Background: an optimization exercise with open tools, aiming at small area, a short achievable clock period and few clock cycles. Do not read the settings as production practice.
At most, simulation tests tie the RTL to the original design; equivalence was not proved.

Setup of run A:
==> flow/design.v (excerpt) <==
module serper_unit (
    input  wire        clk,
    input  wire        rst,
    input  wire        in_valid,
    output wire        in_ready,
    input  wire [15:0] in_w,
    input  wire        in_draining,
    input  wire        in_ce,
    input  wire        in_brk,
    input  wire        in_nine,
    input  wire [15:0] in_bit_time,
    input  wire [18:0] in_frame,
    input  wire [31:0] in_now,
    input  wire [31:0] in_done_at,
    input  wire [18:0] in_frozen_rem,
    input  wire [18:0] in_accum,
    output wire        out_valid,
    output wire        out_noop,
    output wire [19:0] out_baud,
    output wire [18:0] out_tx_period,
    output wire [16:0] out_rx_period,
    output wire        out_resc,
    output wire        out_sched,
    output wire [15:0] out_bit_time,
    output wire [18:0] out_frame,
    output wire [31:0] out_time
);
    localparam [1:0] S_IDLE = 2'd0, S_MUL = 2'd1, S_DIV = 2'd2;
    reg  [1:0]  st;
    reg  [2:0]  cnt;
    reg  [15:0] period;
    reg         period_set;
    reg         vld_q, noop_q, resc_q, nine_q, ce_q, brk_q, qv_q;
    reg  [31:0] now_q;
    reg  [15:0] dvs;
    reg  [16:0] dvs3;        
    reg  [18:0] aq;
    reg  [35:0] x;
    wire [15:0] m1_in = {1'b0, in_w[14:0]} + 16'd1;
    wire noop = period_set && (in_w == period);
    wire resc = !noop && in_draining && (m1_in != in_bit_time);
    wire [32:0] dd    = {1'b0, in_done_at} - {1'b0, in_now};
    wire [18:0] rem_c = dd[32] ? 19'd0 : dd[18:0];
    wire [18:0] mn_a  = (in_accum < in_frame) ? in_accum : in_frame;
    wire [18:0] opa   = in_ce ? (in_brk ? in_frozen_rem : rem_c) : mn_a;
    assign in_ready = (st == S_IDLE);
    wire acc   = in_valid && in_ready;
    wire a_zero = in_ce ? (in_brk ? (in_frozen_rem == 19'd0)
                                  : (in_done_at < in_now || in_done_at[18:0] == in_now[18:0]))
                        : (in_accum == 19'd0 || in_frame == 19'd0);
    wire start = resc && !a_zero;
    wire [15:0] hinit = in_ce ? in_bit_time - 16'd1 : 16'd0;
    wire [14:0] m  = period[14:0];
    wire [15:0] m1 = {1'b0, m} + 16'd1;
    reg [17:0] rate;
    always @(*) begin
  ...
Size in the first run: about 3000 cells after synthesis, ~150 flip-flops, roughly 290 I/O pins, roughly 25000 um2 of cells after synthesis.
clock: 12.0 ns
lec_check: 0
cap_margin: 20
core_margin: 2
core_utilization: 40
cts_buf_list: sky130_fd_sc_hd__clkbuf_4 sky130_fd_sc_hd__clkbuf_8
setup_slack_margin: 5
slew_margin: 20
standard.sh (not shown) runs the stock make flow with config.mk's settings and CLKGATE_MAP_FILE= SYNTH_SCRIPT=/design/flow/synth_recipe.tcl, a recipe that flattens the netlist after the stock synthesis.
==> flow/flow/run.sh <==
#!/bin/bash
# The standard layout, with the port buffers made of the smallest buffer cell
# (buffer_ports otherwise picks sky130_fd_sc_hd__clkdlybuf4s50_1).
set -euo pipefail
export BUFFER_PORTS_ARGS="-buffer_cell sky130_fd_sc_hd__buf_1"
bash standard.sh > standard_make.log 2>&1
Run A: all stages complete, timing, DRC and antenna checks passed
Testbench counts of run A, summed over its fixed seeds: cycles 8,052.
Relative to run A, the following input files were edited for run B:
- swapping 40 for 50 in CORE_UTILIZATION
[summary]
Run B completed; timing, DRC and antenna clean. The worst-path maximum fanout was comparable across run B and run A. Compared with run A, mean number of vias per cell in run B increased by a few percent. Run A → run B: sequential share of layout area flat; max capacitance violation total flat.
What run C does differently from run B at the input level:
- CTS_BUF_LIST: sky130_fd_sc_hd__clkbuf_4 sky130_fd_sc_hd__clkbuf_8 -> unset
- CORE_UTILIZATION: 50 -> 40
Results
Clock-buffer cell count: run C vs run B down 1
Of run C and run B, run C shows the lower clock transition at the registers of the reported paths, with run B above it.
Run C finished every stage and its layout cleared the timing, DRC and antenna checks.
Going from run B to run C, non-clock buffer count shows a reduction of 4.0%; tightest slew margin relative to the limit shows an increase of 2.7 points.
Higher wire length after detailed routing among run C and run B: run B
When run C is measured against run B, its summed area of non-filler cells in the final layout turns out 0.56% higher.
Run C — met1 routing resource usage after global routing 7.2 points lower, run B as reference


== sierra ==
The RTL this note starts from:
==> flow/design.v <==
module serper_unit (
    input  wire        clk,
    input  wire        rst,
    input  wire        in_valid,
    output wire        in_ready,
    input  wire [15:0] in_w,
    input  wire        in_draining,
    input  wire        in_ce,
    input  wire        in_brk,
    input  wire        in_nine,
    input  wire [15:0] in_bit_time,
    input  wire [18:0] in_frame,
    input  wire [31:0] in_now,
    input  wire [31:0] in_done_at,
    input  wire [18:0] in_frozen_rem,
    input  wire [18:0] in_accum,
    output wire        out_valid,
    output wire        out_noop,
    output wire [19:0] out_baud,
    output wire [18:0] out_tx_period,
    output wire [16:0] out_rx_period,
    output wire        out_resc,
    output wire        out_sched,
    output wire [15:0] out_bit_time,
    output wire [18:0] out_frame,
    output wire [31:0] out_time
);
    localparam [1:0] S_IDLE = 2'd0, S_MUL = 2'd1, S_DIV = 2'd2;
    reg  [1:0]  st;          
    reg         erun;        
    reg  [2:0]  cnt;         
    reg         mcnt;        
    reg         pb;          
    reg  [15:0] pn;          
    reg         period_set;
    reg         vld_q, noop_q, resc_q, nine_q, ce_q, brk_q, qv_q;
    reg  [31:0] now_q;
    reg  [15:0] dvs;
    reg  [16:0] dvs3;        
    reg  [18:0] aq;
    reg  [35:0] xm, xd;
    wire [15:0] m1_in = {1'b0, in_w[14:0]} + 16'd1;
    wire noop = period_set && (in_w[15] == pb) && (m1_in == pn);
    wire resc = !noop && in_draining && (m1_in != in_bit_time);
    wire [32:0] dd    = {1'b0, in_done_at} - {1'b0, in_now};
    wire [18:0] rem_c = dd[32] ? 19'd0 : dd[18:0];
    wire [18:0] mn_a  = (in_accum < in_frame) ? in_accum : in_frame;
    wire [18:0] opa   = in_ce ? (in_brk ? in_frozen_rem : rem_c) : mn_a;
    assign in_ready = (st == S_IDLE);
    wire acc   = in_valid && in_ready;
    wire a_zero = in_ce ? (in_brk ? (in_frozen_rem == 19'd0)
                                  : (dd[32] || in_done_at[18:0] == in_now[18:0]))
                        : (in_accum == 19'd0 || in_frame == 19'd0);
    wire start = resc && !a_zero;
    wire [15:0] hinit = in_ce ? in_bit_time - 16'd1 : 16'd0;
    wire [15:0] m1 = pn;
    reg [17:0] rate;
    always @(*) begin
        if      (m1 > 16'd31113) rate = 18'd110;
        else if (m1 > 16'd11441) rate = 18'd300;
        else if (m1 > 16'd5730)  rate = 18'd600;
        else if (m1 > 16'd2865)  rate = 18'd1200;
        else if (m1 > 16'd1433)  rate = 18'd2400;
        else if (m1 > 16'd716)   rate = 18'd4800;
        else if (m1 > 16'd358)   rate = 18'd9600;
        else if (m1 > 16'd238)   rate = 18'd14400;
        else if (m1 > 16'd179)   rate = 18'd19200;
        else if (m1 > 16'd109)   rate = 18'd31400;
        else if (m1 > 16'd89)    rate = 18'd38400;
        else if (m1 > 16'd59)    rate = 18'd57600;
        else if (m1 > 16'd29)    rate = 18'd115200;
        else if (m1 > 16'd26)    rate = 18'd128000;
        else if (m1 > 16'd13)    rate = 18'd256000;
        else                     rate = 18'd110;
    end
    assign out_baud = pb ? {1'b0, rate, 1'b0} : {2'b00, rate};
    wire [18:0] m8m2 = {m1, 3'b000} + {2'b00, m1, 1'b0};
    assign out_tx_period = m8m2 + {3'd0, pb ? m1 : 16'd0};
    assign out_frame     = m8m2 + {3'd0, nine_q ? m1 : 16'd0};
    wire rx_big = pb ? (m1 >= 16'd83) : (m1 >= 16'd91);
    assign out_rx_period = rx_big ? out_tx_period[18:2] : 17'd227;
    assign out_bit_time  = m1;
    assign out_valid = vld_q;
    assign out_noop  = noop_q;
    assign out_resc  = resc_q;
    assign out_sched = resc_q && ce_q && !brk_q;
    wire [31:0] tadd = (ce_q && !brk_q) ? now_q : 32'd0;
    assign out_time  = tadd + {12'd0, qv_q ? xd[19:0] : 20'd0};
    function [2:0] nib(input [15:0] n);
        nib = (n[15:12] != 4'd0) ? 3'd4 :
              (n[11:8]  != 4'd0) ? 3'd3 :
              (n[7:4]   != 4'd0) ? 3'd2 : 3'd1;
    endfunction
    function nopad_f(input [15:0] n, input [2:0] c);
        case (c)
            3'd1:    nopad_f = (n <= 16'd1);
            3'd2:    nopad_f = (n <= 16'd23);
            3'd3:    nopad_f = (n <= 16'd372);
            default: nopad_f = (n <= 16'd5957);
        endcase
    endfunction
    wire [2:0] c4    = nib(m1);
    wire [2:0] c4_in = nib(m1_in);
    wire       np    = nopad_f(m1, c4);
    wire       np_in = nopad_f(m1_in, c4_in);
    wire [2:0] c4_e  = (st == S_MUL) ? c4 : c4_in;
    wire       np_e  = (st == S_MUL) ? np : np_in;
    wire       mlast = mcnt || (c4_e <= 3'd2);
    wire [43:0] msum  = {8'd0, xm}
                      + {9'd0, aq & {19{xm[0]}}, 16'd0}
                      + {8'd0, aq & {19{xm[1]}}, 17'd0}
                      + {7'd0, aq & {19{xm[2]}}, 18'd0}
                      + {6'd0, aq & {19{xm[3]}}, 19'd0}
                      + {5'd0, aq & {19{xm[4]}}, 20'd0}
                      + {4'd0, aq & {19{xm[5]}}, 21'd0}
                      + {3'd0, aq & {19{xm[6]}}, 22'd0}
                      + {2'd0, aq & {19{xm[7]}}, 23'd0};
    wire        sh0   = mlast && c4_e[0] && np_e;
    wire        sh4   = mlast && (c4_e[0] ^ np_e);
    wire [35:0] x_sh  = sh0 ? msum[35:0] : sh4 ? msum[39:4] : msum[43:8];
    wire [35:0] x_mul = {x_sh[35:4], (mlast && np_e) ? 4'd0 : x_sh[3:0]};
    wire [35:0] xm_load = {4'd0, hinit, m1_in};
    reg  [35:0] x_div;
    reg  [17:0] t, t1, t2, t3;
    reg  [1:0]  qd;
    integer i;
    always @(*) begin
        x_div = xd;
        for (i = 0; i < 2; i = i + 1) begin
            t  = x_div[35:18];
            t1 = t - {2'b00, dvs};
            t2 = t - {1'b0, dvs, 1'b0};
            t3 = t - {1'b0, dvs3};
            qd = !t3[17] ? 2'd3 : !t2[17] ? 2'd2 : !t1[17] ? 2'd1 : 2'd0;
            case (qd)
                2'd3:    x_div = {t3[15:0], x_div[17:0], qd};
                2'd2:    x_div = {t2[15:0], x_div[17:0], qd};
                2'd1:    x_div = {t1[15:0], x_div[17:0], qd};
                default: x_div = {t[15:0],  x_div[17:0], qd};
            endcase
        end
    end
    wire [2:0] steps_in = (c4_in > 3'd2) ? 3'd2 : 3'd1;
    wire e_start = (st == S_DIV) ? (in_valid && (cnt + steps_in > c4 - {2'd0, np}))
                                 : (acc && start);
    wire go_acc = acc && start && erun && mlast;
    wire go_mul = (st == S_MUL) && mlast;
    wire go_div = go_acc || go_mul;
    always @(posedge clk) begin
        if (rst) begin
            st         <= S_IDLE;
            erun       <= 1'b0;
            pb         <= 1'b0;
            pn         <= 16'd1;
            period_set <= 1'b0;
            vld_q      <= 1'b0;
        end else begin
            vld_q <= 1'b0;
            case (st)
                S_IDLE: if (acc) begin
                    if (!noop) begin
                        pb         <= in_w[15];
                        pn         <= m1_in;
                        period_set <= 1'b1;
                    end
                    if (!start)
                        vld_q <= 1'b1;
                    else if (go_acc)
                        st <= S_DIV;
                    else
                        st <= S_MUL;
                end
                S_MUL: if (go_mul)
                    st <= S_DIV;
                default: if (cnt == c4 - {2'd0, np}) begin
                    vld_q <= 1'b1;
                    st    <= S_IDLE;
                end
            endcase
            if (go_div || (acc && !start))
                erun <= 1'b0;        
            else if (!erun && e_start)
                erun <= 1'b1;
        end
    end
    always @(posedge clk) begin : datapath
        if (st == S_IDLE) begin
            noop_q <= noop;
            resc_q <= resc;
            nine_q <= in_nine;
            ce_q   <= in_ce;
            brk_q  <= in_brk;
            now_q  <= in_now;
            dvs    <= in_bit_time;
            dvs3   <= {1'b0, in_bit_time} + {in_bit_time, 1'b0};
            qv_q   <= start;
        end
        if (!erun) begin
            xm   <= xm_load;
            aq   <= opa;
            mcnt <= 1'b0;
        end else begin
            xm   <= x_mul;
            mcnt <= 1'b1;
        end
        if (st == S_DIV) begin
            xd  <= x_div;
            cnt <= cnt + 3'd1;
        end else begin
            xd  <= x_mul;
            cnt <= 3'd0;
        end
    end
endmodule
export LEC_CHECK = 0
export CAP_MARGIN = 20
export CORE_MARGIN = 2
export CORE_UTILIZATION = 40
export SLEW_MARGIN = 20
create_clock -name core_clock -period 12.0 [get_ports {clk}]
==> flow/flow/run.sh <==
#!/bin/bash
# The standard layout, with the port buffers made of the smallest buffer cell
# (buffer_ports otherwise picks sky130_fd_sc_hd__clkdlybuf4s50_1), and timing
# repair aiming 6.0 ns below the clock period.
set -euo pipefail
export BUFFER_PORTS_ARGS="-buffer_cell sky130_fd_sc_hd__buf_1"
export SETUP_SLACK_MARGIN=6.0
bash standard.sh > standard_make.log 2>&1
Relative to sierra, the following input files were edited for zinc:
Settings: SETUP_SLACK_MARGIN newly set to 5; PLACE_DENSITY newly set to 0.45.
==> flow/flow/run.sh <==
#!/bin/bash
# The standard layout, with the port buffers made of the smallest buffer cell
# (buffer_ports otherwise picks sky130_fd_sc_hd__clkdlybuf4s50_1).
set -euo pipefail
export BUFFER_PORTS_ARGS="-buffer_cell sky130_fd_sc_hd__buf_1"
bash standard.sh > standard_make.log 2>&1
==> comparison <==
Global-route met2 utilization in zinc vs sierra: up 2.5 points
Wire: zinc routes more than sierra
Any difference in total instance count after detailed placement between sierra and zinc is small enough to ignore.
Status: final-layout clock-cell area share parity (sierra, zinc)
Measured against each other, zinc and sierra differ in via count, the higher figure coming from sierra.
Against sierra as the reference, zinc delivers a higher minimum clock period.
Compared with sierra, zinc shows a lower final area.
Function was not checked in any run of this note: the RTL went through the layout flow alone.

[re-timing with driven ports]
How much do the figures lean on ideal ports? The routed layouts below were timed once more, with nothing changed but the port constraints. Step 1: set_driving_cell puts a clkbuf_16 on clk and a buf_2 on each other input, an assumption about the parent block. Step 2 also shifts input and output timing later by t, the mid clock arrival at the registers, as if the neighbouring blocks saw the same clock. Three values: ideal ports, drivers, drivers and shift; two values: the first two.
| run | shift t [ns] | setup slack, ns | hold WS [ns] | latest minus earliest clock arrival (ns) | worst register clock-pin slew, ns |
|---|---|---|---|---|---|
| run A | 0.555 | 4.997 / 4.944 / 5.296 | 0.500 / 0.500 / 0.500 | 0.015 / 0.015 | 0.10 / 0.10 |
| run B | 0.610 | 5.005 / 4.948 / 5.268 | 0.497 / 0.497 / 0.497 | 0.022 / 0.022 | 0.11 / 0.11 |
| run C | 0.520 | 5.078 / 5.016 / 5.290 | 0.493 / 0.493 / 0.493 | 0.011 / 0.011 | 0.07 / 0.07 |
| sierra | 0.563 | 5.261 / 5.201 / 5.578 | 0.452 / 0.452 / 0.452 | 0.014 / 0.014 | 0.09 / 0.09 |
| zinc | 0.559 | 5.140 / 5.078 / 4.782 | 0.465 / 0.465 / 0.465 | 0.018 / 0.018 | 0.09 / 0.09 |
After both steps setup and hold are still met in every run listed. For zinc, which loses most, drivers alone change the setup slack by -0.062 ns; drivers and shift together by -0.358 ns.
